This is an optimization exercise on Yosys and OpenROAD, whose aim is small area, a short achievable clock period and few clock cycles, not a production implementation. Power and IR drop assume default switching activity.

==> module palidx4_engine, before the edit <==
module palidx4_engine (
    input  wire        clk,
    input  wire        rst,
    input  wire        start,
    input  wire [1:0]  op,
    input  wire [15:0] len,
    input  wire        transp_en,
    input  wire [31:0] transp_color,
    input  wire [31:0] start_index,
    input  wire        pix_valid,
    input  wire [31:0] pix_data,
    output wire        pix_ready,
    output reg         out_valid,
    output reg  [7:0]  out_byte,
    output wire        busy,
    output reg         done,
    output reg  [3:0]  err,
    output wire [15:0] err_info,
    output wire [4:0]  pal_count
);
    localparam OP_BUILD  = 2'd0;
    localparam OP_MAP4   = 2'd1;
    localparam OP_PALSER = 2'd2;
    localparam OP_PACK16 = 2'd3;
    function [4:0] scale5;
        input [7:0] c;
        reg ge;
        begin
            case (c[2:0])
            3'd0:    ge = c[7:3] >= 5'd1;
            3'd1:    ge = c[7:3] >= 5'd5;
            3'd2:    ge = c[7:3] >= 5'd9;
            3'd3:    ge = c[7:3] >= 5'd14;
            3'd4:    ge = c[7:3] >= 5'd18;
            3'd5:    ge = c[7:3] >= 5'd23;
            3'd6:    ge = c[7:3] >= 5'd27;
            default: ge = 1'b0;
            endcase
            scale5 = c[7:3] - {4'd0, ge};
        end
    endfunction
    reg        busy_q;
    reg        m_build, m_map, m_pal, m_pack;    
    reg        pr_q;                             
    reg [31:0] pix_q;                            
    reg        pv_q;                             
    reg        tins_q;                           
    reg        hp_q;                             
    reg [15:0] rem;                              
    reg [15:0] idx;                              
    reg [15:0] eidx;                             
    reg        e1_seen;                          
    reg        si_seen;                          
    reg [3:0]  si_lo;
    reg        si_big;
    reg        have_lo;
    reg [3:0]  lo_nib;
    reg [4:0]  q;                                
    reg        ph;                               
    reg [7:0]  hi_reg;
    reg [4:0]  cnt;
    reg [4:0]  pc_q;                             
    reg [31:0] pal [0:15];
    assign busy      = busy_q;
    assign pix_ready = pr_q;
    assign err_info  = eidx;
    assign pal_count = pc_q;
    wire take_cmd = start & ~busy_q;
    wire act = m_build | m_map | m_pal | m_pack;
    wire [5:0] c2 = {1'b0, cnt} + {2'b0, si_lo};
    reg [15:0] vmask, simask;
    reg [15:0] match;
    reg [15:0] eq_in;
    reg [15:0] eq_q;
    reg        byp_q, sh_q;
    wire [15:0] eq_adj = sh_q ? {byp_q, eq_q[15:1]} : eq_q;
    integer k;
    always @(*) begin
        for (k = 0; k < 16; k = k + 1) begin
            vmask[k]  = ({1'b0, cnt} + k) >= 6'd16;
            simask[k] = si_big | ((c2 + k) >= 6'd32);
            eq_in[k]  = (pal[k] == pix_data);
            match[k]  = vmask[k] & eq_adj[k];
        end
    end
    wire hit   = |match;
    wire si_hi = |(match & simask);
    wire [3:0] pos = {|match[15:8], |{match[15:12], match[7:4]},
                      |{match[15:14], match[11:10], match[7:6], match[3:2]},
                      |{match[15], match[13], match[11], match[9], match[7], match[5], match[3], match[1]}};
    wire [3:0] s_nib = c2[3:0] + pos;
    wire rem0 = (rem == 16'd0);
    wire rem1 = (rem == 16'd1);
    wire b_new  = m_build & pv_q & ~hit & ~e1_seen;
    wire full   = cnt[4];
    wire ins    = (b_new & ~full) | tins_q;
    wire ovf    = b_new & full;
    wire nf     = m_map & pv_q & ~hit;
    wire sie    = m_map & pv_q & si_hi;
    wire e1_now = ovf | nf;
    wire e1_any = e1_seen | e1_now;
    wire si_any = si_seen | sie;
    wire [3:0] cntm1   = cnt[3:0] - 4'd1;
    wire pal_last      = q[4] & ph & (q[3:0] == cntm1);
    wire pal_rot       = m_pal & ~(cnt == 5'd0) & (~q[4] | ph);
    wire finish = act & (
                  ((m_build | m_map) & (rem0 | (pv_q & rem1))) |
                  (m_pal & ((cnt == 5'd0) | pal_last)) |
                  (m_pack & rem0));
    wire [31:0] cw = m_pal ? pal[0] : pix_q;
    wire [4:0]  r5 = scale5(cw[31:24]);
    wire [4:0]  g5 = scale5(cw[23:16]);
    wire [4:0]  b5 = scale5(cw[15:8]);
    wire        a1 = m_pal ? 1'b0 : (cw[7:0] != 8'd0);
    integer i;
    wire shift = ins | pal_rot;
    always @(posedge clk) begin
        if (shift) begin
            for (i = 0; i < 15; i = i + 1)
                pal[i] <= pal[i + 1];
            pal[15] <= m_pal ? pal[0] : pix_q;
        end
    end
    always @(posedge clk) begin
        pix_q  <= act ? pix_data : transp_color;
        eq_q   <= eq_in;
        byp_q  <= (pix_data == pix_q);
        sh_q   <= shift;
        hi_reg <= {a1, b5, g5[4:3]};
        if (!act) begin
            rem    <= len;
            si_lo  <= start_index[3:0];
            si_big <= |start_index[31:4];
            q      <= cnt;
        end else begin
            rem <= rem - {15'd0, pv_q};
            if (pal_rot)
                q <= q + 5'd1;
        end
        idx     <= act ? idx + {15'd0, pv_q} : 16'd0;
        if (act & ((e1_now & ~e1_seen) | (sie & ~si_seen & ~e1_seen)))
            eidx <= idx;
        e1_seen <= act & e1_any;
        si_seen <= act & si_any;
        have_lo <= act & (have_lo ^ (m_map & pv_q));
        if (pv_q & ~have_lo)
            lo_nib <= s_nib;
        ph      <= act & m_pal & q[4] & ~ph;
        hp_q    <= act & m_pack & pv_q;
        err     <= e1_any ? (m_build ? 4'd3 : 4'd4) : (si_any ? 4'd5 : 4'd0);
        if (m_map & pv_q & have_lo)
            out_byte <= {s_nib, lo_nib};
        else if (hp_q)
            out_byte <= hi_reg;
        else if (m_pal & ph)
            out_byte <= {1'b0, b5, g5[4:3]};
        else
            out_byte <= {g5[2:0], r5};
    end
    always @(posedge clk) begin
        if (rst) begin
            busy_q    <= 1'b0;
            m_build   <= 1'b0;
            m_map     <= 1'b0;
            m_pal     <= 1'b0;
            m_pack    <= 1'b0;
            pr_q      <= 1'b0;
            pv_q      <= 1'b0;
            tins_q    <= 1'b0;
            done      <= 1'b0;
            out_valid <= 1'b0;
            cnt       <= 5'd0;
            pc_q      <= 5'd0;
        end else begin
            if (finish & m_build)
                pc_q <= e1_any ? 5'd0 : cnt + {4'd0, ins};
            pv_q      <= pix_valid & pr_q;
            done      <= finish;
            out_valid <= act & ((m_map & pv_q & have_lo) | hp_q |
                                   (m_pal & q[4] & (cnt != 5'd0)) | (m_pack & pv_q));
            tins_q    <= take_cmd & (op == OP_BUILD) & transp_en;
            if (take_cmd) begin
                busy_q  <= 1'b1;
                m_build <= (op == OP_BUILD);
                m_map   <= (op == OP_MAP4);
                m_pal   <= (op == OP_PALSER);
                m_pack  <= (op == OP_PACK16);
                pr_q    <= (op != OP_PALSER);
                if (op == OP_BUILD)
                    cnt <= 5'd0;
            end else begin
                if (finish) begin
                    busy_q  <= 1'b0;
                    m_build <= 1'b0;
                    m_map   <= 1'b0;
                    m_pal   <= 1'b0;
                    m_pack  <= 1'b0;
                end
                pr_q <= act & ~m_pal & ~finish & ~(m_pack & pix_valid & pr_q);
                if (finish & m_build & e1_any)
                    cnt <= 5'd0;
                else if (ins)
                    cnt <= cnt + 5'd1;
            end
        end
    end
endmodule
==> flow/config.mk <==
export PLATFORM = sky130hd
export DESIGN_NAME = palidx4_engine
export DESIGN_NICKNAME = palidx4_engine
export VERILOG_FILES = /design/flow/design.v
export SDC_FILE = /design/flow/constraint.sdc
export NUM_CORES = 4
export LEC_CHECK = 0
export CAP_MARGIN = 20
export CORE_MARGIN = 2
export CORE_UTILIZATION = 40
export SLEW_MARGIN = 20
==> flow/constraint.sdc <==
create_clock -name core_clock -period 11.0 [get_ports {clk}]
set_input_delay 2.2000 -clock core_clock [delete_from_list [all_inputs] [get_ports {clk}]]
set_output_delay 2.2000 -clock core_clock [all_outputs]
set_load 0.01 [all_outputs]
standard.sh (not shown) runs the stock make flow with config.mk's settings and CLKGATE_MAP_FILE= SYNTH_SCRIPT=/design/flow/synth_recipe.tcl, a recipe that flattens the netlist after the stock synthesis.
==> flow/flow/run.sh <==
#!/bin/bash
# Standard ORFS layout (the standard.sh), with repair_timing aimed at a
# tighter setup target and plain buffers on the ports.
set -euo pipefail
bash standard.sh SETUP_SLACK_MARGIN=7.7 CORE_UTILIZATION=55 \
  "BUFFER_PORTS_ARGS=-buffer_cell sky130_fd_sc_hd__buf_2" \
  CTS_CLUSTER_SIZE=20 CTS_CLUSTER_DIAMETER=60 \
  finish > standard_flow.log 2>&1
Change:
--- a/flow/design.v
+++ b/flow/design.v
@@ -49,6 +49,8 @@
     reg [15:0] rem;                              
     reg [15:0] idx;                              
     reg [15:0] eidx;                             
+    reg        fix_q;                            
+    reg [15:0] ei_q;                             
     reg        e1_seen;                          
     reg        si_seen;                          
     reg [3:0]  si_lo;
@@ -63,7 +65,7 @@
     reg [31:0] pal [0:15];
     assign busy      = busy_q;
     assign pix_ready = pr_q;
-    assign err_info  = eidx;
+    assign err_info  = ei_q;
     assign pal_count = pc_q;
     wire take_cmd = start & ~busy_q;
     wire act = m_build | m_map | m_pal | m_pack;
@@ -100,11 +102,12 @@
     wire e1_now = ovf | nf;
     wire e1_any = e1_seen | e1_now;
     wire si_any = si_seen | sie;
+    wire [15:0] eidx_nx = fix_q ? idx - 16'd1 : (act & ~e1_seen & ~si_seen) ? idx : eidx;
     wire [3:0] cntm1   = cnt[3:0] - 4'd1;
     wire pal_last      = q[4] & ph & (q[3:0] == cntm1);
     wire pal_rot       = m_pal & ~(cnt == 5'd0) & (~q[4] | ph);
     wire finish = act & (
-                  ((m_build | m_map) & (rem0 | (pv_q & rem1))) |
+                  ((m_build | m_map) & (rem0 | (pv_q & rem1 & ~(m_map & si_seen)))) |
                   (m_pal & ((cnt == 5'd0) | pal_last)) |
                   (m_pack & rem0));
     wire [31:0] cw = m_pal ? pal[0] : pix_q;
@@ -138,8 +141,9 @@
                 q <= q + 5'd1;
         end
         idx     <= act ? idx + {15'd0, pv_q} : 16'd0;
-        if (act & ((e1_now & ~e1_seen) | (sie & ~si_seen & ~e1_seen)))
-            eidx <= idx;
+        eidx    <= eidx_nx;
+        ei_q    <= finish ? eidx_nx : 16'd0;
+        fix_q   <= nf & si_seen & ~e1_seen;
         e1_seen <= act & e1_any;
         si_seen <= act & si_any;
         have_lo <= act & (have_lo ^ (m_map & pv_q));
Die area went up by 2.6%; final area rises by 5.9%; setup slack degrades by 0.0051 ns; register-to-register slack is about the same; power rose by 3.1%; critical path depth is unchanged; first-iteration DRC count climbs by 23%; sequential power goes up by about 2%; routed wire length went up by 4.5%; non-clock buffer count rises by 66; combinational power rises by 8.6%.
No functional check of the RTL was part of any run of this note.

static timing again, ports no longer ideal:
No port has a modelled driver above. Below, the same layouts with a new extraction and two added sets of constraints. Step 1: set_driving_cell puts a clkbuf_16 on clk and a buf_2 on each other input, an assumption about the parent block. Step 2 also shifts input and output timing later by t, the mid clock arrival at the registers, as if the neighbouring blocks saw the same clock. Slacks: ideal / step 1 / step 2; pairs: ideal / step 1.
| run | t (ns) | setup WS [ns] | worst hold slack (ns) |
|---|---|---|---|
| the first run | 0.680 | 7.656 / 7.603 / 7.030 | 0.437 / 0.437 / 0.437 |
| the second run | 0.681 | 7.650 / 7.650 / 7.065 | 0.435 / 0.435 / 0.435 |
After both steps setup and hold are still met in every run listed. The setup slack of the first run, which loses most, moves by -0.053 ns with the drivers and by -0.626 ns with both steps.
